Background: an optimization exercise with open tools, aiming at small area and a short achievable clock period. Do not read the settings as production practice.
In this exercise RTL edits were held to simulation tests only and were not proved equivalent to the original.
Power figures rest on the tool's default switching activity, not on a simulated workload.

--- flow/design.v ---
module ld19_frame_core (
    input  wire         clk,
    input  wire         rst,         
    input  wire         in_valid,
    input  wire         in_eos,
    input  wire [7:0]   in_data,
    output wire         in_ready,
    input  wire         resume,      
    output reg          ev_valid,
    output reg  [2:0]   ev_kind,
    output wire [604:0] ev_payload
);
    localparam [18:0] MOD = 19'd396000;
    function [7:0] crc8_table(input [7:0] idx);
        integer i;
        reg [7:0] c;
        begin
            c = idx;
            for (i = 0; i < 8; i = i + 1)
                c = c[7] ? ((c << 1) ^ 8'h4D) : (c << 1);
            crc8_table = c;
        end
    endfunction
    reg  [7:0]  r [0:47];     
    reg  [18:0] g [0:11];     
    reg         rdy;
    reg         tq, eq;       
    reg  [7:0]  dq;           
    reg  [7:0]  aux8;         
    reg  [5:0]  ph;           
    reg  [5:0]  bcnt;         
    reg         rd;           
    reg         fd;           
    reg         ended;
    reg         pd, pi, pe;   
    reg         cln;          
    reg         run;          
    reg         angok;        
    reg         fresh;        
    reg  [7:0]  crc;
    reg  [17:0] x;            
    reg  [20:0] lin;          
    assign in_ready = rdy;
    wire take = in_valid & rdy;
    wire [5:0] ph_inc = (ph == 6'd47) ? 6'd0 : ph + 6'd1;
    wire s_eos = tq & eq;
    wire s_byt = tq & ~eq;
    wire s_hdr = s_byt & ~rd & (dq == 8'h54);
    wire s_des = s_byt & ~rd & (dq != 8'h54);
    wire s_fb  = s_byt & rd;                     
    wire s_ins = s_fb & (bcnt <= 6'd46);         
    wire f_evt = rd & (ph == 6'd9) & (fd | (s_fb & (bcnt == 6'd48)));
    wire start  = rd & ~angok & (ph == 6'd34);
    wire gphase = (ph >= 6'd46) || (ph <= 6'd9);
    wire gload  = run & rd & gphase;
    wire [20:0] lin_m1 = lin - {2'b00, MOD};
    wire [20:0] lin_m2 = lin - {1'b0, MOD, 1'b0};
    wire [18:0] ang_r  = !lin_m2[20] ? lin_m2[18:0] :
                         !lin_m1[20] ? lin_m1[18:0] : lin[18:0];
    wire [15:0] e_val = {r[0], r[1]};
    wire [17:0] d0 = {2'b00, e_val} - x;
    wire [17:0] d1 = {2'b00, e_val} - x + 18'd36000;
    wire [17:0] dval = d0[17] ? d1 : d0;
    wire valid_cmp = (crc == r[0]);
    integer i;
    always @(posedge clk) begin
        for (i = 1; i < 48; i = i + 1)
            r[i] <= r[i-1];
        if (rst)
            r[0] <= 8'd0;
        else if (s_ins)
            r[0] <= dq;
        else if (rd && ph == 6'd0)
            r[0] <= {7'd0, valid_cmp};
        else if (rd)
            r[0] <= r[47];
        else
            r[0] <= 8'd0;
        for (i = 1; i < 12; i = i + 1)
            g[i] <= g[i-1];
        if (rst)
            g[0] <= 19'd0;
        else if (gload)
            g[0] <= ang_r;
        else if (rd)
            g[0] <= g[11];
        else
            g[0] <= 19'd0;
        if (start)
            x <= {2'b00, r[27], r[28]};
        else if (ph == 6'd45)
            x <= dval;
        lin <= start ? 21'd0 : lin + {{3{x[17]}}, x};
        if (s_hdr)
            crc <= 8'hEE;
        else if (fresh)
            crc <= crc8_table(crc ^ r[0]);
        dq <= in_data;
        eq <= in_eos;
    end
    reg [5:0] n_ph, n_bcnt;
    reg       n_rd, n_fd, n_ended, n_pd, n_pi, n_pe, n_cln;
    reg       n_ev;
    reg [2:0] n_kind;
    reg       r_idle;     
    reg       r_cont;     
    always @(*) begin
        n_ph    = ph_inc;
        n_bcnt  = bcnt;
        n_rd    = rd;
        n_fd    = fd;
        n_ended = ended & ~resume;
        n_pd    = pd;
        n_pi    = pi;
        n_pe    = pe;
        n_cln   = cln | (~rd & (ph == 6'd47));
        n_ev    = 1'b0;
        n_kind  = ev_kind;
        if (rd) begin
            if (s_eos) begin
                n_rd    = 1'b0;
                n_fd    = 1'b0;
                n_ph    = 6'd0;
                n_cln   = 1'b0;
                n_ended = 1'b1;
                n_pi    = 1'b1;
            end else if (f_evt) begin
                n_ev    = 1'b1;
                n_kind  = 3'd2;
                n_rd    = 1'b0;
                n_fd    = 1'b0;
                n_ph    = 6'd0;
                n_cln   = 1'b0;
            end else if (s_fb) begin
                if (bcnt == 6'd48)
                    n_fd = 1'b1;
                else
                    n_bcnt = bcnt + 6'd1;
            end
        end else begin
            if (s_eos) begin
                n_ended = 1'b1;
                if (cln) begin
                    n_ev   = 1'b1;
                    n_kind = 3'd5;
                end else
                    n_pe = 1'b1;
            end else if (s_hdr) begin
                n_rd   = 1'b1;
                n_ph   = 6'd1;
                n_bcnt = 6'd1;
                n_cln  = 1'b0;
            end else if (s_des) begin
                if (cln) begin
                    n_ev   = 1'b1;
                    n_kind = 3'd1;
                end else
                    n_pd = 1'b1;
            end else if (cln && pi) begin
                n_ev   = 1'b1;
                n_kind = 3'd4;
                n_pi   = 1'b0;
                n_pe   = 1'b1;
            end else if (cln && pe) begin
                n_ev   = 1'b1;
                n_kind = 3'd5;
                n_pe   = 1'b0;
            end else if (cln && pd) begin
                n_ev   = 1'b1;
                n_kind = 3'd1;
                n_pd   = 1'b0;
            end
        end
        r_idle = n_rd ? (~n_fd & ((n_bcnt >= 6'd47) | (n_ph == n_bcnt)))
                      : (~n_ended & ~n_pd & ~n_pi & ~n_pe);
        r_cont = rd & ~s_eos & ~f_evt & ((bcnt + {5'd0, tq}) <= 6'd47);
    end
    always @(posedge clk) begin
        if (rst) begin
            rdy      <= 1'b0;
            tq       <= 1'b0;
            aux8     <= 8'd0;
            ph       <= 6'd0;
            bcnt     <= 6'd0;
            rd       <= 1'b0;
            fd       <= 1'b0;
            ended    <= 1'b0;
            pd       <= 1'b0;
            pi       <= 1'b0;
            pe       <= 1'b0;
            cln      <= 1'b0;
            run      <= 1'b0;
            angok    <= 1'b0;
            fresh    <= 1'b0;
            ev_valid <= 1'b0;
            ev_kind  <= 3'd0;
        end else begin
            rdy      <= take ? (~in_eos & r_cont) : r_idle;
            tq       <= take;
            ph       <= n_ph;
            bcnt     <= n_bcnt;
            rd       <= n_rd;
            fd       <= n_fd;
            ended    <= n_ended;
            pd       <= n_pd;
            pi       <= n_pi;
            pe       <= n_pe;
            cln      <= n_cln;
            ev_valid <= n_ev;
            ev_kind  <= n_kind;
            fresh    <= s_ins & (bcnt <= 6'd45);
            if (s_hdr)
                angok <= 1'b0;
            else if (rd && run && ph == 6'd45)
                angok <= (bcnt >= 6'd44);
            if (start)
                run <= 1'b1;
            else if (s_hdr || ph == 6'd9)
                run <= 1'b0;
            if ((s_fb && bcnt == 6'd6) || s_des)
                aux8 <= dq;
            else if (rd && s_eos)
                aux8 <= {2'b00, bcnt};
            else if (ev_valid)
                aux8 <= 8'd0;
        end
    end
    function integer st(input integer j);
        st = (8 - j + 48) % 48;
    endfunction
    genvar k;
    generate
        for (k = 0; k < 12; k = k + 1) begin : pts
            if (k == 0)
                assign ev_payload[7:0] = aux8;
            else
                assign ev_payload[43*k +: 8] = r[st(6 + 3*k)];
            assign ev_payload[43*k + 8  +: 8]  = r[st(7 + 3*k)];
            assign ev_payload[43*k + 16 +: 8]  = r[st(8 + 3*k)];
            assign ev_payload[43*k + 24 +: 19] = g[11 - k];
        end
    endgenerate
    assign ev_payload[523:516] = {1'b0, ev_kind[1], 1'b0, ev_kind[1], 1'b0, ev_kind[1], 2'b00};
    assign ev_payload[531:524] = r[st(1)];
    assign ev_payload[547:532] = {r[st(3)],  r[st(2)]};
    assign ev_payload[563:548] = {r[st(5)],  r[st(4)]};
    assign ev_payload[579:564] = {r[st(43)], r[st(42)]};
    assign ev_payload[595:580] = {r[st(45)], r[st(44)]};
    assign ev_payload[603:596] = r[st(46)];
    assign ev_payload[604]     = r[st(47)][0];
endmodule
--- flow/flow/run.sh ---
#!/bin/bash
# Standard layout, but with the smallest buffer cell on the ports.
set -euo pipefail
export BUFFER_PORTS_ARGS="-buffer_cell sky130_fd_sc_hd__buf_1"
bash standard.sh > standard.log 2>&1
--- flow/standard.sh ---
#!/bin/bash
# synth_recipe.tcl (not shown) runs the flow's synth.tcl, then flattens the netlist and writes it again
# the make line also repeats each setting of config.mk as NAME=value (left out here)
make -C /OpenROAD-flow-scripts/flow DESIGN_CONFIG=/design/flow/config.mk WORK_HOME=/design/flow/orfs CLKGATE_MAP_FILE= SYNTH_SCRIPT=/design/flow/synth_recipe.tcl "${@:-finish}"
--- flow/config.mk ---
export PLATFORM = sky130hd
export DESIGN_NAME = ld19_frame_core
export DESIGN_NICKNAME = ld19_frame_core
export VERILOG_FILES = /design/flow/design.v
export SDC_FILE = /design/flow/constraint.sdc
export NUM_CORES = 4
export LEC_CHECK = 0
export CAP_MARGIN = 20
export CORE_MARGIN = 2
export CORE_UTILIZATION = 40
export CTS_BUF_LIST = sky130_fd_sc_hd__clkbuf_8
export SLEW_MARGIN = 20
--- flow/constraint.sdc ---
create_clock -name core_clock -period 12.0 [get_ports {clk}]
set_input_delay 2.4000 -clock core_clock [delete_from_list [all_inputs] [get_ports {clk}]]
set_output_delay 2.4000 -clock core_clock [all_outputs]
set_load 0.01 [all_outputs]
==> results of run 1 <==
final timing paths:
check / startpoint / endpoint / slack (ns) / cells past startpoint
worst max-delay path: r[0][0]$_SDFF_PP0_ / ev_payload[16] / 8.15 / 1
worst min-delay path: r[8][2]$_DFF_P_ / r[9][2]$_DFF_P_ / 0.33 / 0
worst max register to register: r[0][3]$_SDFF_PP0_ / x[16]$_SDFFE_PP0N_ / 8.66 / 10
worst min register to register: r[8][2]$_DFF_P_ / r[9][2]$_DFF_P_ / 0.33 / 0
flip-flops by register name, indices dropped and copies added (netlist names), 3 cells and up:
| register | count |
|---|---|
| dq | 8 |
| x | 18 |
| crc | 8 |
| ev_kind | 3 |
| r | 384 |
| lin | 21 |
| bcnt | 6 |
| ph | 6 |
| aux8 | 8 |
| g | 228 |
cells by family (layout without fill, tap and decap cells):
group / after synthesis / count (layout)
XOR/XNOR: 82 / 82
buffers and inverters: 92 / 865
other: 1 / 6
flip-flops: 704 / 704
adder cells (fa/ha/maj): 52 / 52
AO/OA/AOI/OAI: 245 / 245
multiplexers: 7 / 7
AND/OR/NAND/NOR: 333 / 333
routing by layer:
layer	track usage (%)	up-vias
li1	-	6563
met4	6.77	0
met5	0	-
met1	23.7	6392
met2	35.2	438
met3	5.69	96
cell type report:
class                           count  area (um^2)  share of cell area, %
Antenna cell                        1         2.50                 0.0102
Clock buffer                      128         1760                   7.15
Clock inverter                     67          644                   2.62
Inverter                           49          185                  0.752
Multi-Input combinational cell    724         4670                   19.0
Sequential cell                   704        14300                   57.9
Tap cell                          615          769                   3.12
Timing Repair Buffer              621         2350                   9.53
per-stage QoR:
step | worst slack [ns] | hold slack [ns] | instance area (um^2) | utilization, % | cells
2_1_floorplan | 8.61 | 0.310 | 19300 | - | 1520
3_3_place_gp | 8.27 | 0.312 | 22200 | 46.6 | 2713
3_5_place_dp | 8.20 | 0.312 | 22200 | 46.6 | 2713
4_1_cts | 8.04 | 0.325 | 24600 | 51.7 | 2908
5_1_grt | 8.04 | 0.330 | 24600 | 51.7 | 2908
6_report | 8.15 | 0.327 | 24600 | 51.7 | 2909
synthesized netlist by cell type, drive strengths merged (14+ instances only):
| library cell | instances |
|---|---|
| dfxtp | 688 |
| nor2 | 95 |
| nand2 | 89 |
| a21oi | 76 |
| o21ai | 52 |
| xnor2 | 51 |
| ha | 50 |
| inv | 47 |
| nand3 | 33 |
| xor2 | 31 |
| clkbuf | 30 |
| nor3 | 23 |
| a211oi | 18 |
| edfxtp | 16 |
| a21o | 14 |
power by group:
part / switching, mW / total (mW) / internal [mW]
Clock: 0.921 / 2.14 / 1.22
Combinational: 0.282 / 0.507 / 0.225
Sequential: 0.0690 / 2.46 / 2.39
==> impl_metrics.tcl, run 1 <==
set metrics [dict create \
    status "finished clean" \
    power_leakage_nw 9.79 \
    synth-compound-area-share_pct 8.16 \
    yosysTopAreaCellShare_pct 71.4 \
    postSynthAreaPerCell_um2 12.7 \
    cts_setup_buffers 0 \
    yosysSeqAreaShare_pct 73.9 \
    relSlewSlack_pct 33.6 \
    pin_count 623 \
    synth-simple-area-share_pct 8.34 \
    cp_num_buf_inv 1 \
    pwr_density_cell_nw_per_um2 207 \
    cts_buffers 106 \
    tns_ns 0 \
    synth_adder_area_share_pct 3.45 \
    finalCritPeriodShare_pct 32.1 \
    layout_commonest_cell "dfxtp_1" \
    wl_per_cell_um 17.9 \
    fin_worst_skew_ns 0.0301 \
    drtPass1Iterations 5 \
    cts_tree "yes" \
    cts_max_level 3 \
    die_h_um 224 \
    drv_slew 0 \
    routed.top_layer "met4" \
    synth_top_area_cell "dfxtp_1" \
    cts_sinks 704 \
    yosys_warnings 3 \
    final_cell_mix "dfxtp_1 (688), buf_1 (616), clkbuf_8 (128)" \
    crit_path_max_incr_delay_ns 0.53 \
    n_fill_cell 4325 \
    grt_pass1_vias 13700 \
    setup_viol 0 \
    cp-end-kind "output pin" \
    first_iter_violations 526 \
    port_buffers 617 \
    dieWidth_um 224 \
    core_area_um2 47600 \
    start_kind "register" \
    cp_slowest_cell "dfxtp_1" \
    required_ns 9.60 \
    synthCells 1516 \
    crit_family "flip-flops" \
    met1_length_mm 21.4 \
    worst_slew_pin_slew_ns 0.988 \
    wl_met3_mm 3.26 \
    synth_edf_count 16 \
    grt_max_degree 53 \
    synthFlopType "dfxtp_1" \
    wl_met2_mm 26.1 \
    worstPathMaxFanout 4 \
    wl_mm 52.1 \
    netlist_area_um2 19300 \
    timing_worst_setup_path_type "reg -> out" \
    ir_worst_vdd_v 0.000160 \
    max_freq_mhz 259 \
    antenna_found_initial 1 \
    arrival_ns 1.45 \
    path_clk_slew_ns 0.07 \
    globalplace.congestion 0.872 \
    async_reset_ff_share_pct 0 \
    start_util_pct 40.5 \
    die-area_um2 50000 \
    drc 0 \
    ys_ff_latch 704 \
    cts_root_buf "clkbuf_8" \
    postCtsHoldBufs 0 \
    worstSkewPairLatency_ns 0.70 \
    cp_cell_sequence "buf_1" \
    gr-total-overflow 0 \
    p_total_mw 5.11 \
    viasPerCell 4.64 \
    ant_nets 0 \
    cap_violations 0 \
    hold_viol 0 \
    dp.final_hpwl_mm 38.9 \
    ys_types 78 \
    synth_top_family_by_area "simple AND/OR/NAND/NOR gates" \
    rows 80 \
    rsz0062_at_grt "false" \
    fin_nets 2271 \
    vias 13500 \
    drive_gt1_share_pct 8.16 \
    hold_class "reg -> reg" \
    synth_mux_area_share_pct 0.376 \
    grt_pass1_wl_mm 77.1 \
    clockBufferDepth 3 \
    synthTopCellsByArea "dfxtp_1 (71%), ha_1 (3.2%), edfxtp_1 (2.5%)" \
    areaGrowthSynthToFinish_pct 27.7 \
    post_cts_resized 0 \
    finalCriticalPeriod_ns 3.85 \
    synthXorXnorAreaFrac_pct 3.72 \
    grt_util_all_layers_pct 20.1 \
]
==> run 2, diff against run 1 <==
--- a/flow/config.mk
+++ b/flow/config.mk
@@ -8,5 +8,4 @@
 export CAP_MARGIN = 20
 export CORE_MARGIN = 2
 export CORE_UTILIZATION = 40
-export CTS_BUF_LIST = sky130_fd_sc_hd__clkbuf_8
 export SLEW_MARGIN = 20
==> run 2 against run 1 <==
  * Sequential power hardly changed
  * Combinational power hardly changed
  * Cell area is 0.81% lower
  * Cell count is 2.5% lower
  * Global-route usage is 0.061 points lower
  * Total power is 1.1% lower
  * Synthesized cell count stayed put
  * Critical path depth stayed put
  * Critical path type unchanged
  * Largest power group unchanged
  * Highest routed layer unchanged
==> impl_metrics.tcl, run 2 <==
set metrics [dict create \
    ys_ff_latch 704 \
    synthFlopType "dfxtp_1" \
    fin_area_um2 24400 \
    diodes 0 \
    crit_path_max_incr_delay_ns 0.53 \
    ir_worst_vdd_v 0.000149 \
    gr-total-overflow 0 \
    die-area_um2 50000 \
    timing_worst_setup_path_type "reg -> out" \
    rows 80 \
    antenna_found_initial 1 \
    synthTopCellsByArea "dfxtp_1 (71%), ha_1 (3.2%), edfxtp_1 (2.5%)" \
    hold_viol 0 \
    r2r_end "x[16]$_SDFFE_PP0N_" \
    synth_adder_area_share_pct 3.45 \
    r2r_slack_ns 8.66 \
    cts_buffers 69 \
    first_iter_violations 521 \
    yosysSeqAreaShare_pct 73.9 \
    cts_root_buf "clkbuf_16" \
    finalCriticalPeriod_ns 3.75 \
    vias 13200 \
    cts_setup_buffers 0 \
    reg.largest.list "r: 384 flops, g: 228 flops, lin: 21 flops" \
    start_kind "register" \
    path_clk_slew_ns 0.06 \
    min_path_cells 0 \
    setup_viol 0 \
    cp_num_buf_inv 1 \
    placed_cell_area_um2 22200 \
    final_cell_mix "dfxtp_1 (688), buf_1 (616), nor2_1 (94)" \
    min_to "r[3][0]$_DFF_P_" \
    arrival_ns 1.35 \
    dieWidth_um 224 \
    hold_slack_ns 0.327 \
    worst_slew_pin_slew_ns 0.996 \
    p_total_mw 5.05 \
    min-delay-start "r[2][0]$_DFF_P_" \
    synth-simple-area-share_pct 8.34 \
    drv_slew 0 \
    synth-compound-area-share_pct 8.16 \
    synth_mux_area_share_pct 0.376 \
    grt_pass1_vias 13400 \
    postCtsHoldBufs 0 \
    wl_per_cell_um 18.3 \
    cap_violations 0 \
    finalCritPeriodShare_pct 31.2 \
    synthMostInstantiatedCell "dfxtp_1" \
    n_fill_cell 4315 \
    synthTopCellsByCount "dfxtp_1 (688), nor2_1 (94), nand2_1 (89)" \
    ant_nets 0 \
    reg2reg_from "r[0][2]$_SDFF_PP0_" \
    globalplace.congestion 0.872 \
    ys_types 78 \
    status "finished clean" \
    async_reset_ff_share_pct 0 \
    start_util_pct 40.5 \
    fin_worst_skew_ns 0.0169 \
    worstPathMaxFanout 4 \
    synthCells 1516 \
    multi_input_area_um2 4670 \
    cts_max_level 3 \
    relSlewSlack_pct 33.0 \
    utilization_pct 51.3 \
    largest_register_ffs 384 \
    viasPerCell 4.67 \
    grt_pass1_wl_mm 76.6 \
    dp.final_hpwl_mm 38.9 \
    seq_area_um2 14300 \
    synth_edf_count 16 \
    areaGrowthSynthToFinish_pct 26.7 \
    regMostFlops "r" \
    cp_cell_sequence "buf_1" \
    pin_count 623 \
    drc 0 \
    postSynthAreaPerCell_um2 12.7 \
    worstSkewPairLatency_ns 0.59 \
    cts_tree "yes" \
    cp_slowest_cell "dfxtp_1" \
    crit_family "flip-flops" \
    synth_top_area_cell "dfxtp_1" \
    required_ns 9.60 \
    post_cts_resized 0 \
    worstRegToRegCells 10 \
    yosysTopAreaCellShare_pct 71.4 \
    rsz0062_at_grt "false" \
    clockBufferDepth 3 \
    cts_sinks 704 \
    tns_ns 0 \
    drtPass1Iterations 5 \
    hold_class "reg -> reg" \
    netlist_area_um2 19300 \
    cp-end-kind "output pin" \
    drive_gt1_share_pct 5.95 \
    synthXorXnorAreaFrac_pct 3.72 \
    core_area_um2 47600 \
    yosys_warnings 3 \
    die_h_um 224 \
    grt_util_all_layers_pct 20.0 \
    fin_nets 2234 \
    layout_commonest_cell "dfxtp_1" \
    pwr_density_cell_nw_per_um2 207 \
    max_freq_mhz 267 \
    power_leakage_nw 9.54 \
    port_buffers 617 \
    wl_mm 51.7 \
    synth_top_family_by_area "simple AND/OR/NAND/NOR gates" \
    grt_max_degree 53 \
]
run 2: cell counts after synthesis:
Identical to the previous run, type by type.
run 2: cell families (layout without fill, tap and decap cells):
kind of cell,after synthesis,after routing
buf+inv,92,792
compound gates,245,245
mux,7,7
xor+xnor,82,82
fa+ha+maj,52,52
flops,704,704
simple gates,333,333
other cells,1,5
run 2: final cells by class:
type / count / area share (%)
inverters: 49 / 0.758
clock inverters: 31 / 1.09
multi-input cells: 724 / 19.1
well taps: 615 / 3.15
repair buffers: 621 / 9.61
flip-flops and latches: 704 / 58.3
clock buffers: 91 / 7.95
run 2: how the worst max path moves through the flow:
stage	start	endpoint	slack [ns]	depth (start not counted)
2_1_floorplan	rst	g[0][10]$_SDFF_PP0_	8.61	4
5_1_grt	r[0][0]$_SDFF_PP0_	ev_payload[16]	8.16	1
6_report	r[0][0]$_SDFF_PP0_	ev_payload[16]	8.25	1
4_1_cts	r[0][0]$_SDFF_PP0_	ev_payload[16]	8.16	1
3_5_place_dp	rst	g[0][6]$_SDFF_PP0_	8.20	4
3_3_place_gp	rst	g[0][6]$_SDFF_PP0_	8.27	4
run 2: metrics by stage:
step,worst slack [ns],std cells
after detailed placement,8.20,2713
after CTS,8.16,2835
after global routing,8.16,2835
after floorplan,8.61,1520
final,8.25,2835
after global placement,8.27,2713
run 2: per-layer routing:
layer	wire length, um	part of all wire (%)	global-route usage (%)
met2	25900	50	35.0
met5	0	0	0
met4	1290	2.5	6.80
met3	3180	6.1	5.55
met1	21300	41	23.8
run 2: report_power, final:
group / leakage (nW) / switching [mW] / internal, mW
combinational: 2.75 / 0.281 / 0.225
sequential: 5.70 / 0.0683 / 2.39
clock: 1.09 / 0.893 / 1.19
total: 9.54 / 1.24 / 3.81
==> run 3, diff against run 2 <==
==> flow/flow/run.sh (replaced) <==
#!/bin/bash
set -euo pipefail
export BUFFER_PORTS_ARGS="-buffer_cell sky130_fd_sc_hd__buf_1"
export CTS_ARGS="-sink_clustering_enable -repair_clock_nets -dont_use_dummy_load -sink_clustering_size 24 -sink_clustering_max_diameter 80"
bash standard.sh > standard.log 2>&1
==> run 3 against run 2 <==
  * Critical path depth stayed put
  * Routed wire length is 2.0% lower
  * Core utilization is 2.5 points lower
  * Global-route usage is 0.55 points lower
  * Clock power is 38% lower
  * Non-clock buffer count stayed put
  * Synthesized cell count stayed put
  * Still clean
  * Largest power group unchanged
  * Register-to-register slack worse by 0.05 ns
  * Largest cell class unchanged
  * Via count is 2.1% lower
  * Combinational power hardly changed
  * Die area stayed put
==> impl_metrics.tcl, run 3 <==
set metrics [dict create \
    status "finished clean" \
    ys_types 78 \
    min-delay-start "g[0][4]$_SDFF_PP0_" \
    pwr_density_cell_nw_per_um2 183 \
    p_sw_share_pct 24.6 \
    diodes 0 \
    start_kind "register" \
    path_clk_slew_ns 0.09 \
    timing_worst_setup_path_type "reg -> out" \
    port_buffers 617 \
    gr-total-overflow 0 \
    cts_max_level 2 \
    ir_worst_vdd_v 0.000155 \
    r2r_end "x[16]$_SDFFE_PP0N_" \
    synthFlopType "dfxtp_1" \
    r2r_slack_ns 8.61 \
    fin_nets 2205 \
    clockBufferDepth 3 \
    synth_top_area_cell "dfxtp_1" \
    wl_mm 50.7 \
    hold_class "reg -> reg" \
    die-area_um2 50000 \
    drive_gt1_share_pct 2.85 \
    setup_ws_ns 8.27 \
    grt_max_degree 53 \
    netlist_area_um2 19300 \
    seq_power_share_pct 57.7 \
    pin_count 623 \
    rsz0062_at_grt "false" \
    cp_cell_sequence "buf_1" \
    max_freq_mhz 268 \
    p_total_mw 4.26 \
    largest_register_ffs 384 \
    worstPathMaxFanout 4 \
    p_int_mw 3.21 \
    vias 13000 \
    post_cts_resized 0 \
    crit_family "flip-flops" \
    dp.final_hpwl_mm 38.9 \
    required_ns 9.60 \
    cp_slowest_cell "dfxtp_1" \
    synthTopCellsByArea "dfxtp_1 (71%), ha_1 (3.2%), edfxtp_1 (2.5%)" \
    rows 80 \
    p_comb_share_pct 11.9 \
    grt.busiest_layer "met2" \
    grt_util_all_layers_pct 19.5 \
    wl_per_cell_um 18.4 \
    hold_slack_ns 0.328 \
    globalplace.congestion 0.872 \
    grt_util_met3_pct 4.01 \
    crit_path_max_incr_delay_ns 0.55 \
    viasPerCell 4.71 \
    p_clk_share_pct 30.4 \
    hold_viol 0 \
    yosys_warnings 3 \
    areaGrowthSynthToFinish_pct 20.4 \
    yosysTopAreaCellShare_pct 71.4 \
    relSlewSlack_pct 32.6 \
    worst_slew_pin_slew_ns 1.00 \
    cts_sinks 704 \
    regMostFlops "r" \
    synthMostInstantiatedCell "dfxtp_1" \
    ys_ff_latch 704 \
    grt_pass1_wl_mm 74.8 \
    cp-end-kind "output pin" \
    gr-usage-met2_pct 34.6 \
    grt_pass1_vias 13000 \
    ant_nets 0 \
    dieWidth_um 224 \
    cap_violations 0 \
    synthTopCellsByCount "dfxtp_1 (688), nor2_1 (94), nand2_1 (89)" \
    tns_ns 0 \
    drv_slew 0 \
    cts_setup_buffers 0 \
    met1_usage_pct 23.7 \
    fin_area_um2 23200 \
    drtPass1Iterations 6 \
    cts_buffers 40 \
    synthCells 1516 \
    min_path_cells 0 \
    setup_viol 0 \
    worstRegToRegCells 10 \
    power.switching_mw 1.05 \
    finalCritPeriodShare_pct 31.1 \
    final_cell_mix "dfxtp_1 (688), buf_1 (616), nor2_1 (94)" \
    async_reset_ff_share_pct 0 \
    arrival_ns 1.33 \
    reg2reg_from "r[0][2]$_SDFF_PP0_" \
    cts_root_buf "clkbuf_16" \
    placed_cell_area_um2 22200 \
    n_fill_cell 4398 \
    antenna_found_initial 1 \
    die_h_um 224 \
    pre_cts_ws_ns 8.20 \
    start_util_pct 40.5 \
    fin_worst_skew_ns 0.0521 \
    postCtsHoldBufs 0 \
    layout_commonest_cell "dfxtp_1" \
    cp_num_buf_inv 1 \
    cts_tree "yes" \
    finalCriticalPeriod_ns 3.73 \
    drc 0 \
    postSynthAreaPerCell_um2 12.7 \
    core_area_um2 47600 \
    power_leakage_nw 8.95 \
    synth_edf_count 16 \
    worstSkewPairLatency_ns 0.58 \
    min_to "g[1][4]$_DFF_P_" \
    reg.largest.list "r: 384 flops, g: 228 flops, lin: 21 flops" \
    first_iter_violations 589 \
    yosysSeqAreaShare_pct 73.9 \
]
## run 3: cell count changes in the layout (fill, tap and decap cells not counted), sizes merged
cell	delta
clkbuf	-51
clkinvlp	-3
clkinv	-19
inv	-7
bufinv	-2
## run 3: worst max-delay path by stage
stage                             from                   to  slack, ns  cells past startpoint
global placement                   rst   g[0][6]$_SDFF_PP0_       8.27                      4
finish              r[0][0]$_SDFF_PP0_       ev_payload[16]       8.27                      1
global route        r[0][0]$_SDFF_PP0_       ev_payload[16]       8.23                      1
detailed placement                 rst   g[0][6]$_SDFF_PP0_       8.20                      4
CTS                 r[0][0]$_SDFF_PP0_       ev_payload[16]       8.22                      1
floorplan                          rst  g[0][10]$_SDFF_PP0_       8.61                      4
## run 3: power groups by stage
stage | Combinational (mW) | Sequential (mW) | Clock, mW
floorplan | 0.423 | 2.49 | 0
global placement | 0.488 | 2.51 | 0
detailed placement | 0.501 | 2.51 | 0
CTS | 0.504 | 2.46 | 1.34
global route | 0.575 | 2.47 | 1.42
finish | 0.505 | 2.46 | 1.30
## run 3: area by class of cell
| class | instances | area, um^2 | share of cell area [%] |
|---|---|---|---|
| Timing Repair Buffer | 621 | 2350 | 10.1 |
| Tap cell | 615 | 769 | 3.31 |
| Clock buffer | 40 | 1000 | 4.31 |
| Inverter | 49 | 185 | 0.797 |
| Sequential cell | 704 | 14300 | 61.4 |
| Multi-Input combinational cell | 724 | 4670 | 20.1 |
## run 3: kinds of logic (layout without fill, tap and decap cells)
kind of cell | Yosys count | in the layout | synth area share (%)
flops | 704 | 704 | 73.9
buf+inv | 92 | 710 | 2.04
simple gates | 333 | 333 | 8.34
fa+ha+maj | 52 | 52 | 3.45
compound gates | 245 | 245 | 8.16
xor+xnor | 82 | 82 | 3.72
other cells | 1 | 5 | 0.0194
mux | 7 | 7 | 0.376
## run 3: layer usage
| layer | part of all wire (%) | up-vias |
|---|---|---|
| li1 | - | 6350 |
| met2 | 50 | 406 |
| met1 | 42 | 6148 |
| met4 | 2.3 | 0 |
| met5 | 0 | - |
| met3 | 5.9 | 65 |
## run 3: metrics by stage
step	util, %	instances
3_5_place_dp	46.6	2713
5_1_grt	48.7	2753
3_3_place_gp	46.6	2713
4_1_cts	48.7	2753
2_1_floorplan	-	1520
6_report	48.7	2753
==> run 4, diff against run 3 <==
--- a/flow/config.mk
+++ b/flow/config.mk
@@ -7,5 +7,5 @@
 export LEC_CHECK = 0
 export CAP_MARGIN = 20
 export CORE_MARGIN = 2
-export CORE_UTILIZATION = 40
+export CORE_UTILIZATION = 65
 export SLEW_MARGIN = 20
==> run 4 against run 3 <==
  * Via count increased by 4.4%
  * Area after synthesis unchanged
  * Non-clock buffer count decreased by 1
  * Routed wire length grew 3.9%
  * Critical endpoint is now ev_valid
  * Register-to-register slack lost 0.19 ns
  * Clock power decreased by 7%
  * Sequential share of layout area rose by 1.1 points
  * Clock-buffer cell count is 5 lower
  * Largest cell class unchanged
  * Highest routed layer unchanged
  * Sequential power barely moved
  * Largest power group unchanged
==> impl_metrics.tcl, run 4 <==
set metrics [dict create \
    cap_violations 0 \
    hold_slack_ns 0.331 \
    setup_viol 0 \
    crit_family "flip-flops" \
    seq_area_um2 14300 \
    rows 63 \
    synthTopCellsByArea "dfxtp_1 (71%), ha_1 (3.2%), edfxtp_1 (2.5%)" \
    synth-compound-area-share_pct 8.16 \
    max_freq_mhz 268 \
    drv_slew 0 \
    synthFlopType "dfxtp_1" \
    synth_adder_area_share_pct 3.45 \
    worstPathMaxFanout 8 \
    ant_nets 0 \
    start_util_pct 65.6 \
    die-area_um2 31100 \
    synth-simple-area-share_pct 8.34 \
    synth_mux_area_share_pct 0.376 \
    yosys_warnings 3 \
    layout_commonest_cell "dfxtp_1" \
    timing_worst_setup_path_type "reg -> out" \
    cts_root_buf "clkbuf_16" \
    drive_gt1_share_pct 2.58 \
    wl_per_cell_um 20.9 \
    grt_util_all_layers_pct 32.2 \
    clockBufferDepth 3 \
    ys_types 78 \
    grt_pass1_wl_mm 76.1 \
    drc 0 \
    areaGrowthSynthToFinish_pct 18.3 \
    cts_tree "yes" \
    synthTopCellsByCount "dfxtp_1 (688), nor2_1 (94), nand2_1 (89)" \
    fin_nets 2199 \
    port_buffers 617 \
    relSlewSlack_pct 31.6 \
    ir_worst_vdd_v 0.000167 \
    die_h_um 176 \
    antenna_found_initial 2 \
    drtPass1Iterations 5 \
    pwr_density_cell_nw_per_um2 183 \
    cp_cell_sequence "buf_1" \
    post_cts_resized 0 \
    regMostFlops "r" \
    synthMostInstantiatedCell "dfxtp_1" \
    synth_top_area_cell "dfxtp_1" \
    cp-end-kind "output pin" \
    multi_input_area_um2 4670 \
    hold_class "reg -> reg" \
    cp_num_buf_inv 1 \
    synth_top_family_by_area "simple AND/OR/NAND/NOR gates" \
    grt_pass1_vias 13000 \
    dieWidth_um 176 \
    globalplace.congestion 0.952 \
    grt_max_degree 53 \
    ys_ff_latch 704 \
    gr-total-overflow 0 \
    netlist_area_um2 19300 \
    pin_count 623 \
    vias 13500 \
    finalCriticalPeriod_ns 3.73 \
    cts_setup_buffers 0 \
    postSynthAreaPerCell_um2 12.7 \
    rsz0062_at_grt "false" \
    yosysSeqAreaShare_pct 73.9 \
    cts_buffers 35 \
    cts_sinks 704 \
    synthCells 1516 \
    arrival_ns 1.33 \
    worst_slew_pin_slew_ns 1.02 \
    fin_worst_skew_ns 0.0187 \
    synth_edf_count 16 \
    wl_mm 52.7 \
    reg.largest.list "r: 384 flops, g: 228 flops, lin: 21 flops" \
    hold_viol 0 \
    power_leakage_nw 8.88 \
    worstSkewPairLatency_ns 0.54 \
    dp.final_hpwl_mm 39.5 \
    synthXorXnorAreaFrac_pct 3.72 \
    diodes 0 \
    cp_slowest_cell "dfxtp_1" \
    required_ns 9.60 \
    start_kind "register" \
    postCtsHoldBufs 0 \
    largest_register_ffs 384 \
    viasPerCell 5.37 \
    path_clk_slew_ns 0.09 \
    async_reset_ff_share_pct 0 \
    finalCritPeriodShare_pct 31.1 \
    r2r_slack_ns 8.42 \
    crit_path_max_incr_delay_ns 0.49 \
    status "finished clean" \
    final_cell_mix "dfxtp_1 (688), buf_1 (616), nor2_1 (94)" \
    first_iter_violations 868 \
    tns_ns 0 \
    yosysTopAreaCellShare_pct 71.4 \
    n_fill_cell 1932 \
    cts_max_level 2 \
    core_area_um2 29400 \
]
-- run 4: cell counts after synthesis --
No cell type changed its count.
-- run 4: per-layer routing --
layer | up-vias | wire length [um] | track usage, %
met5 | - | 0 | 0
met3 | 110 | 3660 | 5.32
li1 | 6347 | - | -
met1 | 6505 | 20900 | 40.0
met2 | 581 | 25800 | 56.0
met4 | 0 | 2290 | 13.4
-- run 4: cell type report --
| class | count | area share [%] |
|---|---|---|
| repair buffers | 620 | 10.3 |
| flip-flops and latches | 704 | 62.5 |
| clock buffers | 35 | 3.84 |
| multi-input cells | 724 | 20.5 |
| inverters | 49 | 0.812 |
| well taps | 390 | 2.14 |
-- run 4: cell families (layout without fill, tap and decap cells) --
logic type                 after synthesis  count (layout)
DFF                                    704             704
and+or+nand+nor                        333             333
muxes                                    7               7
adders and majority gates               52              52
buffers and inverters                   92             704
AOI/OAI and AO/OA                      245             245
xor gates and xnor gates                82              82
other                                    1               5
-- run 4: per-stage QoR --
step           area [um^2]  instances  total power [mW]  utilization [%]  setup WS, ns
2_1_floorplan        19300       1520              2.91                -          8.61
3_3_place_gp         21900       2487              2.99             74.6          7.86
3_5_place_dp         21900       2487              3.01             74.6          8.19
4_1_cts              22800       2522              4.18             77.6          8.26
5_1_grt              22800       2522              4.33             77.6          8.19
6_report             22800       2522              4.18             77.6          8.27
-- run 4: report_power, final --
part	switching, mW	internal [mW]
Combinational	0.283	0.226
Clock	0.687	0.525
Sequential	0.0685	2.39
Total	1.04	3.14
-- run 4: path summary, 6_finish.rpt --
check | end | depth (start not counted) | startpoint
max | ev_valid | 1 | ev_valid$_SDFF_PP0_
min | r[9][1]$_DFF_P_ | 0 | r[8][1]$_DFF_P_
max reg2reg | rdy$_SDFF_PP0_ | 9 | rd$_SDFF_PP0_
min reg2reg | r[9][1]$_DFF_P_ | 0 | r[8][1]$_DFF_P_
==> run 5, diff against run 4 <==
==> flow/flow/run.sh (replaced) <==
#!/bin/bash
set -euo pipefail
export BUFFER_PORTS_ARGS="-buffer_cell sky130_fd_sc_hd__buf_1"
export CTS_ARGS="-sink_clustering_enable -repair_clock_nets -dont_use_dummy_load -sink_clustering_size 40 -sink_clustering_max_diameter 45"
bash standard.sh > standard.log 2>&1
==> run 5 against run 4 <==
  * Core utilization is 1.0 points higher
  * Clock-buffer cell count is 12 higher
  * Global-route usage is 0.18 points higher
  * Total power is 4.7% higher
  * Highest routed layer unchanged
==> impl_metrics.tcl, run 5 <==
set metrics [dict create \
    async_reset_ff_share_pct 0 \
    ir_worst_vdd_v 0.000172 \
    dp.final_hpwl_mm 39.5 \
    place_inst 2487 \
    utilization_pct 78.6 \
    cts_root_buf "clkbuf_16" \
    layout_commonest_cell "dfxtp_1" \
    worstRegToRegCells 9 \
    synthFlopType "dfxtp_1" \
    n_fill_cell 1883 \
    globalplace.congestion 0.952 \
    ys_types 78 \
    gr-total-overflow 0 \
    min-delay-start "g[0][10]$_SDFF_PP0_" \
    postCtsHoldBufs 0 \
    required_ns 9.60 \
    antenna_found_initial 2 \
    synthMostInstantiatedCell "dfxtp_1" \
    r2r_end "rdy$_SDFF_PP0_" \
    yosysSeqAreaShare_pct 73.9 \
    final-instance-count-excl-fill 2536 \
    hold_viol 0 \
    vias 13600 \
    yosysTopAreaCellShare_pct 71.4 \
    postSynthAreaPerCell_um2 12.7 \
    post_cts_resized 0 \
    relSlewSlack_pct 31.9 \
    cts_max_level 2 \
    reg2reg_from "rd$_SDFF_PP0_" \
    p_total_mw 4.38 \
    rsz0062_at_grt "false" \
    largest_register_ffs 384 \
    grt_util_all_layers_pct 32.4 \
    p_clk_share_pct 32.1 \
    synthTopCellsByCount "dfxtp_1 (688), nor2_1 (94), nand2_1 (89)" \
    setup_viol 0 \
    synthCells 1516 \
    die-area_um2 31100 \
    grt_pass1_vias 13100 \
    p_int_mw 3.31 \
    cts_tree "yes" \
    yosys_warnings 3 \
    synth_top_family_by_area "simple AND/OR/NAND/NOR gates" \
    cts_buffers 47 \
    core_area_um2 29400 \
    netlist_area_um2 19300 \
    pin_count 623 \
    synth_top_area_cell "dfxtp_1" \
    finalCriticalPeriod_ns 3.74 \
    wl_mm 52.9 \
    regMostFlops "r" \
    ys_ff_latch 704 \
    clockBufferDepth 3 \
    drive_gt1_share_pct 3.13 \
    pwr_density_cell_nw_per_um2 189 \
    r2r_slack_ns 8.49 \
    cp_num_buf_inv 1 \
    worstSkewPairLatency_ns 0.57 \
    cap_violations 0 \
    synthXorXnorAreaFrac_pct 3.72 \
    min_to "g[1][10]$_DFF_P_" \
    fin_nets 2211 \
    arrival_ns 1.34 \
    cp_cell_sequence "buf_1" \
    synth_mux_area_share_pct 0.376 \
    p_comb_share_pct 11.7 \
    areaGrowthSynthToFinish_pct 19.8 \
    min_path_cells 0 \
    synthTopCellsByArea "dfxtp_1 (71%), ha_1 (3.2%), edfxtp_1 (2.5%)" \
    fin_worst_skew_ns 0.0727 \
    rows 63 \
    drc 0 \
    seq_power_share_pct 56.2 \
    worst_slew_pin_slew_ns 1.01 \
    reg.largest.list "r: 384 flops, g: 228 flops, lin: 21 flops" \
    synth-simple-area-share_pct 8.34 \
    wl_per_cell_um 20.9 \
    max_freq_mhz 267 \
    drv_slew 0 \
    tns_ns 0 \
    viasPerCell 5.37 \
    start_kind "register" \
    crit_family "flip-flops" \
    port_buffers 617 \
    power_leakage_nw 9.03 \
    final_cell_mix "dfxtp_1 (688), buf_1 (616), nor2_1 (94)" \
    status "finished clean" \
    worstPathMaxFanout 8 \
    p_sw_share_pct 24.4 \
    cts_setup_buffers 0 \
    synth_edf_count 16 \
    dieWidth_um 176 \
    grt_max_degree 53 \
    first_iter_violations 804 \
    cp_slowest_cell "dfxtp_1" \
    drtPass1Iterations 5 \
    ant_nets 0 \
    synth-compound-area-share_pct 8.16 \
    crit_path_max_incr_delay_ns 0.48 \
    hold_class "reg -> reg" \
    cts_sinks 704 \
    path_clk_slew_ns 0.10 \
    timing_worst_setup_path_type "reg -> out" \
    grt_pass1_wl_mm 76.5 \
    die_h_um 176 \
    power.switching_mw 1.07 \
    start_util_pct 65.6 \
    finalCritPeriodShare_pct 31.2 \
    synth_adder_area_share_pct 3.45 \
    cp-end-kind "output pin" \
]
==> run 5: cell types whose count changed in the layout (fill, tap and decap cells not counted), sizes merged <==
cell | before | now
diode | 0 | 2
clkbuf | 36 | 48
==> run 5: cell type report <==
| cell class | instances | area, um^2 | share of cell area, % |
|---|---|---|---|
| Tap cell | 390 | 488 | 2.11 |
| Timing Repair Buffer | 620 | 2340 | 10.1 |
| Multi-Input combinational cell | 724 | 4670 | 20.2 |
| Inverter | 49 | 185 | 0.801 |
| Clock buffer | 47 | 1180 | 5.09 |
| Sequential cell | 704 | 14300 | 61.7 |
| Antenna cell | 2 | 5.00 | 0.0217 |
==> run 5: metrics by stage <==
step / worst slack, ns / hold slack [ns] / cell area [um^2]
6_report: 8.26 / 0.307 / 23100
5_1_grt: 8.20 / 0.315 / 23100
4_1_cts: 8.23 / 0.309 / 23100
3_5_place_dp: 8.19 / 0.313 / 21900
3_3_place_gp: 7.86 / 0.312 / 21900
2_1_floorplan: 8.61 / 0.310 / 19300
==> run 5: power groups by stage <==
| stage | Combinational [mW] | Clock (mW) | Sequential (mW) |
|---|---|---|---|
| 2_1_floorplan | 0.423 | 0 | 2.49 |
| 3_3_place_gp | 0.484 | 0 | 2.51 |
| 3_5_place_dp | 0.503 | 0 | 2.51 |
| 4_1_cts | 0.508 | 1.41 | 2.46 |
| 5_1_grt | 0.574 | 1.50 | 2.47 |
| 6_report | 0.511 | 1.40 | 2.46 |
==> run 5: cells by family after synthesis <==
family / after synthesis
xor gates and xnor gates: 82
adders and majority gates: 52
muxes: 7
other: 1
buffers and inverters: 92
AOI/OAI and AO/OA: 245
and+or+nand+nor: 333
DFF: 704
==> run 5: worst max path at each step <==
stage	to	startpoint	cells after the start
after floorplan	g[0][10]$_SDFF_PP0_	rst	4
after global placement	g[0][11]$_SDFF_PP0_	rst	4
after detailed placement	g[0][16]$_SDFF_PP0_	rst	4
after CTS	ev_valid	ev_valid$_SDFF_PP0_	1
after global routing	rdy$_SDFF_PP0_	rd$_SDFF_PP0_	9
final	ev_valid	ev_valid$_SDFF_PP0_	1
==> run 5: per-layer routing <==
layer | up-vias | track usage [%] | share of wire, %
met5 | - | 0 | 0
met4 | 0 | 12.9 | 3.8
met3 | 96 | 6.01 | 7.2
met2 | 594 | 56.4 | 50
met1 | 6549 | 40.0 | 39
li1 | 6376 | - | -
==> run 6, diff against run 5 <==
==> flow/flow/run.sh (replaced) <==
#!/bin/bash
set -euo pipefail
export BUFFER_PORTS_ARGS="-buffer_cell sky130_fd_sc_hd__buf_1"
export CTS_ARGS="-sink_clustering_enable -repair_clock_nets -dont_use_dummy_load -sink_clustering_size 30 -sink_clustering_max_diameter 70 -sink_clustering_levels 1"
bash standard.sh > standard.log 2>&1
==> run 6 against run 5 <==
  * Synthesized cell count stayed put
  * Via count shrank 0.38%
  * Cell count fell by 0.59%
  * Hold slack worse by 0.017 ns
  * Clock skew fell by 0.014 ns
  * Fmax increased by 0.63%
  * Non-clock buffer count did not move
  * Die area is the same
  * Sequential share of layout area is 0.89 points higher
  * Largest power group unchanged
  * Highest routed layer is now met5
==> impl_metrics.tcl, run 6 <==
set metrics [dict create \
    yosys_warnings 3 \
    layout_commonest_cell "dfxtp_1" \
    cp_num_buf_inv 1 \
    arrival_ns 1.32 \
    synthFlopType "dfxtp_1" \
    crit_family "flip-flops" \
    rsz0062_at_grt "false" \
    cts_sinks 704 \
    hold_viol 0 \
    path_clk_slew_ns 0.11 \
    start_kind "register" \
    grt_pass1_wl_mm 74.8 \
    status "finished clean" \
    hold_class "reg -> reg" \
    finalCritPeriodShare_pct 31.0 \
    finalCriticalPeriod_ns 3.72 \
    netlist_area_um2 19300 \
    vias 13600 \
    die_h_um 176 \
    worstSkewPairLatency_ns 0.54 \
    drv_slew 0 \
    first_iter_violations 897 \
    viasPerCell 5.38 \
    synthTopCellsByCount "dfxtp_1 (688), nor2_1 (94), nand2_1 (89)" \
    dp.final_hpwl_mm 39.5 \
    die-area_um2 31100 \
    synthMostInstantiatedCell "dfxtp_1" \
    cts_root_buf "clkbuf_16" \
    power_leakage_nw 8.87 \
    cts_max_level 2 \
    cts_tree "yes" \
    largest_register_ffs 384 \
    start_util_pct 65.6 \
    gr-total-overflow 0 \
    postSynthAreaPerCell_um2 12.7 \
    synthCells 1516 \
    grt_max_degree 53 \
    cp_slowest_cell "dfxtp_1" \
    timing_worst_setup_path_type "reg -> out" \
    drtPass1Iterations 5 \
    required_ns 9.60 \
    wl_per_cell_um 20.7 \
    fin_nets 2198 \
    diodes 0 \
    synth_edf_count 16 \
    dieWidth_um 176 \
    worstPathMaxFanout 8 \
    core_area_um2 29400 \
    final_cell_mix "dfxtp_1 (688), buf_1 (616), nor2_1 (94)" \
    pwr_density_cell_nw_per_um2 182 \
    setup_viol 0 \
    async_reset_ff_share_pct 0 \
    pre_cts_ws_ns 8.19 \
    ys_ff_latch 704 \
    antenna_found_initial 1 \
    grt_util_all_layers_pct 31.7 \
    fin_worst_skew_ns 0.0590 \
    synth_top_area_cell "dfxtp_1" \
    ys_types 78 \
    clockBufferDepth 3 \
    worst_slew_pin_slew_ns 0.993 \
    reg.largest.list "r: 384 flops, g: 228 flops, lin: 21 flops" \
    cap_violations 0 \
    rows 63 \
    ir_worst_vdd_v 0.000180 \
    port_buffers 617 \
    globalplace.congestion 0.952 \
    pin_count 623 \
    cts_setup_buffers 0 \
    relSlewSlack_pct 33.3 \
    postCtsHoldBufs 0 \
    drive_gt1_share_pct 2.53 \
    cp-end-kind "output pin" \
    setup_ws_ns 8.28 \
    yosysTopAreaCellShare_pct 71.4 \
    synthTopCellsByArea "dfxtp_1 (71%), ha_1 (3.2%), edfxtp_1 (2.5%)" \
    cts_buffers 34 \
    drc 0 \
    post_cts_resized 0 \
    areaGrowthSynthToFinish_pct 18.1 \
    max_freq_mhz 269 \
    ant_nets 0 \
    cp_cell_sequence "buf_1" \
    crit_path_max_incr_delay_ns 0.49 \
    grt_pass1_vias 12800 \
    yosysSeqAreaShare_pct 73.9 \
    tns_ns 0 \
    regMostFlops "r" \
    wl_mm 52.2 \
]
[run 6: cell count changes in the layout (fill, tap and decap cells not counted)]
| cell | before | now |
|---|---|---|
| clkbuf_16 | 47 | 34 |
| diode_2 | 2 | 0 |
[run 6: stage by stage]
| stage | util (%) | instance area (um^2) | std cells | hold WS, ns | power (mW) |
|---|---|---|---|---|---|
| after global placement | 74.6 | 21900 | 2487 | 0.312 | 2.99 |
| final | 77.5 | 22800 | 2521 | 0.291 | 4.16 |
| after detailed placement | 74.6 | 21900 | 2487 | 0.313 | 3.01 |
| after floorplan | - | 19300 | 1520 | 0.310 | 2.91 |
| after global routing | 77.5 | 22800 | 2521 | 0.285 | 4.31 |
| after CTS | 77.5 | 22800 | 2521 | 0.292 | 4.15 |
[run 6: routing by layer]
layer	part of all wire, %	track usage (%)	up-vias
met2	50	56.0	573
met3	6.7	5.49	104
met5	0.021	0	-
met4	3.6	11.4	2
li1	-	-	6339
met1	40	39.2	6545
[run 6: path summary, 6_finish.rpt]
check,start,slack (ns),to,cells after the start
setup / recovery,ev_valid$_SDFF_PP0_,8.28,ev_valid,1
hold / removal,r[2][3]$_DFF_P_,0.29,r[3][3]$_DFF_P_,0
hold reg to reg,r[2][3]$_DFF_P_,0.29,r[3][3]$_DFF_P_,0
setup reg to reg,rd$_SDFF_PP0_,8.38,rdy$_SDFF_PP0_,9
[run 6: cell families after synthesis]
family	after synthesis	synth area share, %
xor gates and xnor gates	82	3.72
AOI/OAI and AO/OA	245	8.16
adders and majority gates	52	3.45
other	1	0.0194
buffers and inverters	92	2.04
and+or+nand+nor	333	8.34
muxes	7	0.376
DFF	704	73.9
[run 6: final cells by class]
class | instances | area (um^2)
clock buffer | 34 | 851
fill | 1968 | 6620
inverter | 49 | 185
multi-input combinational | 724 | 4670
sequential | 704 | 14300
tap | 390 | 488
timing repair buffer | 620 | 2340
[run 6: power breakdown]
part | internal [mW] | leakage, nW | switching [mW]
logic | 0.226 | 2.75 | 0.288
registers | 2.39 | 5.70 | 0.0687
clock network | 0.510 | 0.419 | 0.673
total | 3.13 | 8.87 | 1.03
==> run 7, diff against run 6 <==
==> flow/flow/run.sh (replaced) <==
#!/bin/bash
set -euo pipefail
export BUFFER_PORTS_ARGS="-buffer_cell sky130_fd_sc_hd__buf_1"
export CTS_ARGS="-sink_clustering_enable -repair_clock_nets -dont_use_dummy_load -sink_clustering_size 30 -sink_clustering_max_diameter 70 -branching_point_buffers_distance 1000 -distance_between_buffers 1000"
bash standard.sh > standard.log 2>&1
==> run 7 against run 6 <==
  * Critical path depth unchanged
  * Setup slack unchanged
  * Cell area unchanged
  * Synthesized cell count unchanged
  * Clock power about the same
  * Critical path type unchanged
==> impl_metrics.tcl, run 7 <==
set metrics [dict create \
    core_area_um2 29400 \
    arrival_ns 1.32 \
    reg.largest.list "r: 384 flops, g: 228 flops, lin: 21 flops" \
    ys_ff_latch 704 \
    synthTopCellsByCount "dfxtp_1 (688), nor2_1 (94), nand2_1 (89)" \
    p_clk_share_pct 28.5 \
    rows 63 \
    final_cell_mix "dfxtp_1 (688), buf_1 (616), nor2_1 (94)" \
    start_kind "register" \
    max_freq_mhz 269 \
    hold_class "reg -> reg" \
    wl_mm 52.2 \
    fin_worst_skew_ns 0.0590 \
    drv_slew 0 \
    path_clk_slew_ns 0.11 \
    grt_util_all_layers_pct 31.7 \
    port_buffers 617 \
    antenna_found_initial 1 \
    first_iter_violations 897 \
    synth_edf_count 16 \
    cp-end-kind "output pin" \
    synth_top_area_cell "dfxtp_1" \
    regMostFlops "r" \
    ant_nets 0 \
    postSynthAreaPerCell_um2 12.7 \
    drive_gt1_share_pct 2.53 \
    cts_setup_buffers 0 \
    yosys_warnings 3 \
    tns_ns 0 \
    status "finished clean" \
    worstPathMaxFanout 8 \
    gr-usage-met2_pct 56.0 \
    dieWidth_um 176 \
    timing_worst_setup_path_type "reg -> out" \
    synthFlopType "dfxtp_1" \
    die_h_um 176 \
    worstSkewPairLatency_ns 0.54 \
    cp_cell_sequence "buf_1" \
    netlist_area_um2 19300 \
    areaGrowthSynthToFinish_pct 18.1 \
    largest_register_ffs 384 \
    finalCriticalPeriod_ns 3.72 \
    cap_violations 0 \
    yosysSeqAreaShare_pct 73.9 \
    wl_per_cell_um 20.7 \
    cp_num_buf_inv 1 \
    async_reset_ff_share_pct 0 \
    die-area_um2 31100 \
    crit_path_max_incr_delay_ns 0.49 \
    vias 13600 \
    fin_nets 2198 \
    relSlewSlack_pct 33.3 \
    rsz0062_at_grt "false" \
    hold_viol 0 \
    p_sw_share_pct 24.8 \
    synthCells 1516 \
    grt_pass1_vias 12800 \
    dp.final_hpwl_mm 39.5 \
    met1_usage_pct 39.2 \
    postCtsHoldBufs 0 \
    p_int_mw 3.13 \
    worst_slew_pin_slew_ns 0.993 \
    seq_power_share_pct 59.2 \
    power.switching_mw 1.03 \
    layout_commonest_cell "dfxtp_1" \
    cp_slowest_cell "dfxtp_1" \
    required_ns 9.60 \
    synthMostInstantiatedCell "dfxtp_1" \
    cts_root_buf "clkbuf_16" \
    start_util_pct 65.6 \
    diodes 0 \
    clockBufferDepth 3 \
    drtPass1Iterations 5 \
    ir_worst_vdd_v 0.000180 \
    drc 0 \
    p_total_mw 4.16 \
    grt_pass1_wl_mm 74.8 \
    grt.busiest_layer "met2" \
    post_cts_resized 0 \
    crit_family "flip-flops" \
    synthTopCellsByArea "dfxtp_1 (71%), ha_1 (3.2%), edfxtp_1 (2.5%)" \
    yosysTopAreaCellShare_pct 71.4 \
    p_comb_share_pct 12.4 \
    globalplace.congestion 0.952 \
    cts_tree "yes" \
    ys_types 78 \
    setup_viol 0 \
    pwr_density_cell_nw_per_um2 182 \
    grt_util_met3_pct 5.49 \
    grt_max_degree 53 \
    pin_count 623 \
    power_leakage_nw 8.87 \
    cts_max_level 2 \
    gr-total-overflow 0 \
    cts_buffers 34 \
    viasPerCell 5.38 \
    cts_sinks 704 \
    finalCritPeriodShare_pct 31.0 \
]
## run 7: cell counts in the layout (fill, tap and decap cells not counted)
Identical to the previous run, type by type.
## run 7: power by group through the flow
stage          logic [mW]  clock network [mW]  registers, mW
6_report            0.514                1.18           2.46
5_1_grt             0.573                1.27           2.47
4_1_cts             0.507                1.19           2.46
3_5_place_dp        0.503                   0           2.51
3_3_place_gp        0.484                   0           2.51
2_1_floorplan       0.423                   0           2.49
## run 7: cell families after synthesis
kind of cell / after synthesis / synth area share [%]
AND/OR/NAND/NOR: 333 / 8.34
flip-flops: 704 / 73.9
XOR/XNOR: 82 / 3.72
buffers and inverters: 92 / 2.04
AO/OA/AOI/OAI: 245 / 8.16
adder cells (fa/ha/maj): 52 / 3.45
other: 1 / 0.0194
multiplexers: 7 / 0.376
## run 7: metal layers
| layer | vias up | share of wire (%) |
|---|---|---|
| li1 | 6339 | - |
| met1 | 6545 | 40 |
| met2 | 573 | 50 |
| met3 | 104 | 6.7 |
| met4 | 2 | 3.6 |
| met5 | - | 0.021 |
## run 7: area by class of cell
cell class | instances | area, um^2
repair buffers | 620 | 2340
multi-input cells | 724 | 4670
flip-flops and latches | 704 | 14300
fillers | 1968 | 6620
clock buffers | 34 | 851
well taps | 390 | 488
inverters | 49 | 185
## run 7: path summary, 6_finish.rpt
path	start	slack, ns	cells after the start	end
worst max-delay path	ev_valid$_SDFF_PP0_	8.28	1	ev_valid
worst min-delay path	r[2][3]$_DFF_P_	0.29	0	r[3][3]$_DFF_P_
worst max register to register	rd$_SDFF_PP0_	8.38	9	rdy$_SDFF_PP0_
worst min register to register	r[2][3]$_DFF_P_	0.29	0	r[3][3]$_DFF_P_
## run 7: metrics by stage
| stage | utilization (%) | instances | worst slack, ns | cell area (um^2) | hold slack (ns) |
|---|---|---|---|---|---|
| global route | 77.5 | 2521 | 8.19 | 22800 | 0.285 |
| global placement | 74.6 | 2487 | 7.86 | 21900 | 0.312 |
| finish | 77.5 | 2521 | 8.28 | 22800 | 0.291 |
| floorplan | - | 1520 | 8.61 | 19300 | 0.310 |
| CTS | 77.5 | 2521 | 8.24 | 22800 | 0.292 |
| detailed placement | 74.6 | 2487 | 8.19 | 21900 | 0.313 |
==> run 8, diff against run 7 <==
==> flow/flow/run.sh (replaced) <==
#!/bin/bash
set -euo pipefail
export BUFFER_PORTS_ARGS="-buffer_cell sky130_fd_sc_hd__buf_1"
export CTS_ARGS="-sink_clustering_enable -repair_clock_nets -dont_use_dummy_load -sink_clustering_size 30 -sink_clustering_max_diameter 70"
bash standard.sh > standard.log 2>&1
--- a/flow/config.mk
+++ b/flow/config.mk
@@ -7,5 +7,5 @@
 export LEC_CHECK = 0
 export CAP_MARGIN = 20
 export CORE_MARGIN = 2
-export CORE_UTILIZATION = 65
+export CORE_UTILIZATION = 80
 export SLEW_MARGIN = 20
==> run 8 against run 7 <==
  * The flow now stops in 3_2_place_iop
  * Synthesized cell count is the same
  * Area after synthesis did not move
==> impl_metrics.tcl, run 8 <==
set metrics [dict create \
    synth_top_family_by_area "simple AND/OR/NAND/NOR gates" \
    synth_adder_area_share_pct 3.45 \
    start_util_pct 81.9 \
    ys_ff_latch 704 \
    synthXorXnorAreaFrac_pct 3.72 \
    netlist_area_um2 19300 \
    dieWidth_um 159 \
    synthTopCellsByCount "dfxtp_1 (688), nor2_1 (94), nand2_1 (89)" \
    error "[ERROR PPL-0024] Number of IO pins (623) exceeds maximum number of available positions (568). Increase the die perimeter from 637.10um to 847.28um." \
    synth-simple-area-share_pct 8.34 \
    synth_mux_area_share_pct 0.376 \
    synthFlopType "dfxtp_1" \
    yosysSeqAreaShare_pct 73.9 \
    async_reset_ff_share_pct 0 \
    yosysTopAreaCellShare_pct 71.4 \
    stop_stage "3_2_place_iop" \
    yosys_warnings 3 \
    die_h_um 159 \
    postSynthAreaPerCell_um2 12.7 \
    rows 56 \
    synth-compound-area-share_pct 8.16 \
    synth_edf_count 16 \
    synthMostInstantiatedCell "dfxtp_1" \
    ys_types 78 \
    synthCells 1516 \
    synthTopCellsByArea "dfxtp_1 (71%), ha_1 (3.2%), edfxtp_1 (2.5%)" \
    synth_top_area_cell "dfxtp_1" \
    status "stopped before the end" \
]
## run 8: cell counts after synthesis
No cell type changed its count.
## run 8: kinds of logic after synthesis
kind of cell,Yosys count
compound gates,245
xor+xnor,82
fa+ha+maj,52
buf+inv,92
flops,704
mux,7
other cells,1
simple gates,333
==> run 9, diff against run 8 <==
--- a/flow/config.mk
+++ b/flow/config.mk
@@ -7,5 +7,6 @@
 export LEC_CHECK = 0
 export CAP_MARGIN = 20
 export CORE_MARGIN = 2
-export CORE_UTILIZATION = 80
+export CORE_UTILIZATION = 65
+export PLACE_DENSITY = 0.85
 export SLEW_MARGIN = 20
==> run 9 against run 8 <==
  * Now clean on timing, DRC and antenna
  * Area after synthesis unchanged
  * Synthesized cell count stayed put
==> impl_metrics.tcl, run 9 <==
set metrics [dict create \
    rsz0062_at_grt "false" \
    power_leakage_nw 8.88 \
    dieWidth_um 176 \
    wl_per_cell_um 21.1 \
    dp.final_hpwl_mm 40.4 \
    ys_types 78 \
    vias 13600 \
    gr-total-overflow 0 \
    status "finished clean" \
    cts_buffers 35 \
    synthMostInstantiatedCell "dfxtp_1" \
    areaGrowthSynthToFinish_pct 18.3 \
    worstPathMaxFanout 4 \
    arrival_ns 1.31 \
    setup_viol 0 \
    min_to "r[38][5]$_DFF_P_" \
    reg.largest.list "r: 384 flops, g: 228 flops, lin: 21 flops" \
    drv_slew 0 \
    final_cell_mix "dfxtp_1 (688), buf_1 (616), nor2_1 (94)" \
    crit_cells 1 \
    first_iter_violations 1089 \
    hold_viol 0 \
    cp-end-kind "output pin" \
    timing_worst_setup_path_type "reg -> out" \
    async_reset_ff_share_pct 0 \
    drive_gt1_share_pct 2.58 \
    synthFlopType "dfxtp_1" \
    relSlewSlack_pct 34.8 \
    grt_pass1_wl_mm 76.7 \
    largest_register_ffs 384 \
    synthCells 1516 \
    finalCriticalPeriod_ns 3.71 \
    drc 0 \
    max_freq_mhz 269 \
    grt_pass1_vias 13000 \
    cts_tree "yes" \
    ant_nets 0 \
    synthTopCellsByArea "dfxtp_1 (71%), ha_1 (3.2%), edfxtp_1 (2.5%)" \
    viasPerCell 5.41 \
    yosysSeqAreaShare_pct 73.9 \
    hold_class "reg -> reg" \
    fin_nets 2199 \
    die-area_um2 31100 \
    core_area_um2 29400 \
    cts_max_level 2 \
    p_clk_share_pct 28.7 \
    yosys_warnings 3 \
    grt_util_all_layers_pct 32.5 \
    p_comb_share_pct 12.2 \
    start_util_pct 65.6 \
    post_cts_resized 0 \
    seq_power_share_pct 59.1 \
    port_buffers 617 \
    ys_ff_latch 704 \
    tns_ns 0 \
    cp_num_buf_inv 1 \
    grt_max_degree 53 \
    synth_edf_count 16 \
    cts_root_buf "clkbuf_16" \
    synthTopCellsByCount "dfxtp_1 (688), nor2_1 (94), nand2_1 (89)" \
    r2r_end "rdy$_SDFF_PP0_" \
    ir_worst_vdd_v 0.000165 \
    required_ns 9.60 \
    cts_sinks 704 \
    die_h_um 176 \
    layout_commonest_cell "dfxtp_1" \
    hold_slack_ns 0.316 \
    finalCritPeriodShare_pct 30.9 \
    min-delay-start "r[37][5]$_DFF_P_" \
    regMostFlops "r" \
    min_path_cells 0 \
    start_kind "register" \
    pwr_density_cell_nw_per_um2 183 \
    fin_worst_skew_ns 0.0544 \
    path_clk_slew_ns 0.10 \
    utilization_pct 77.6 \
    cts_setup_buffers 0 \
    wl_mm 53.2 \
    crit_family "flip-flops" \
    p_int_mw 3.14 \
    diodes 0 \
    antenna_found_initial 0 \
    drtPass1Iterations 6 \
    p_total_mw 4.17 \
    globalplace.congestion 0.938 \
    power.switching_mw 1.03 \
    r2r_slack_ns 8.44 \
    cp_cell_sequence "buf_1" \
    cap_violations 0 \
    worstRegToRegCells 9 \
    worst_slew_pin_slew_ns 0.969 \
    postCtsHoldBufs 0 \
    reg2reg_from "rd$_SDFF_PP0_" \
    worstSkewPairLatency_ns 0.55 \
    final-instance-count-excl-fill 2522 \
    postSynthAreaPerCell_um2 12.7 \
    pin_count 623 \
    netlist_area_um2 19300 \
    yosysTopAreaCellShare_pct 71.4 \
    rows 63 \
    cp_slowest_cell "dfxtp_1" \
    place_inst 2487 \
    p_sw_share_pct 24.7 \
    crit_path_max_incr_delay_ns 0.56 \
    clockBufferDepth 3 \
    synth_top_area_cell "dfxtp_1" \
]
[run 9: cell counts after synthesis]
No cell type changed its count.
[run 9: area by class of cell]
| cell class | instances | area (um^2) |
|---|---|---|
| fill | 1896 | 6590 |
| tap | 390 | 488 |
| inverter | 49 | 185 |
| clock buffer | 35 | 876 |
| sequential | 704 | 14300 |
| timing repair buffer | 620 | 2340 |
| multi-input combinational | 724 | 4670 |
[run 9: stage by stage]
stage	area, um^2	setup slack (ns)
6_report	22800	8.29
5_1_grt	22800	8.20
4_1_cts	22800	8.26
3_5_place_dp	21900	7.83
3_3_place_gp	21900	7.93
2_1_floorplan	19300	8.61
[run 9: cells by family after synthesis]
kind of cell	count (synthesis)	synth area share, %
compound gates	245	8.16
xor+xnor	82	3.72
fa+ha+maj	52	3.45
buf+inv	92	2.04
flops	704	73.9
mux	7	0.376
other cells	1	0.0194
simple gates	333	8.34
[run 9: worst max path at each step]
stage	start	end
2_1_floorplan	rst	g[0][10]$_SDFF_PP0_
3_3_place_gp	rst	g[0][18]$_SDFF_PP0_
3_5_place_dp	rst	g[0][18]$_SDFF_PP0_
4_1_cts	r[0][6]$_SDFF_PP0_	ev_payload[22]
5_1_grt	rd$_SDFF_PP0_	rdy$_SDFF_PP0_
6_report	r[0][6]$_SDFF_PP0_	ev_payload[22]
[run 9: power groups by stage]
stage	Combinational, mW	Sequential, mW	Clock, mW
finish	0.509	2.46	1.20
global route	0.566	2.47	1.28
CTS	0.505	2.46	1.20
detailed placement	0.497	2.51	0
global placement	0.473	2.51	0
floorplan	0.423	2.49	0
[run 9: layer usage]
layer / wire [um] / GRT usage, %
met5: 0 / 0
met4: 1520 / 9.88
met3: 3770 / 5.40
met2: 26600 / 57.0
met1: 21300 / 41.4

-- what the ideal ports hide --
In the flow no input, the clock included, has a driving cell. The finished layouts below were timed again as built, in two steps.
Step 1 assumes that a clkbuf_16 drives the clock port and a buf_2 every other input.
Step 2 times the ports against the registers' clock, not the clock port: input delays grow and output delays shrink by t, the midpoint of the rising clock arrivals with the driver on.
a / b / c = ideal / step 1 / step 2; a / b = the first two.
run	shift t [ns]	setup slack, ns	worst setup path at the end
run 1	0.741	8.146 / 8.087 / 8.172	input to register
run 2	0.644	8.255 / 8.198 / 8.187	input to register
run 3	0.609	8.271 / 8.213 / 8.178	input to register
run 4	0.583	8.269 / 8.217 / 8.166	input to register
run 5	0.592	8.256 / 8.203 / 8.175	input to register
run 6	0.571	8.280 / 8.224 / 8.168	input to register
run 7	0.571	8.280 / 8.224 / 8.168	input to register
run 9	0.579	8.287 / 8.229 / 8.157	input to register
After both steps every run listed still meets setup and hold. The setup slack of run 9, which loses most, moves by -0.058 ns with the drivers and by -0.130 ns with both steps.
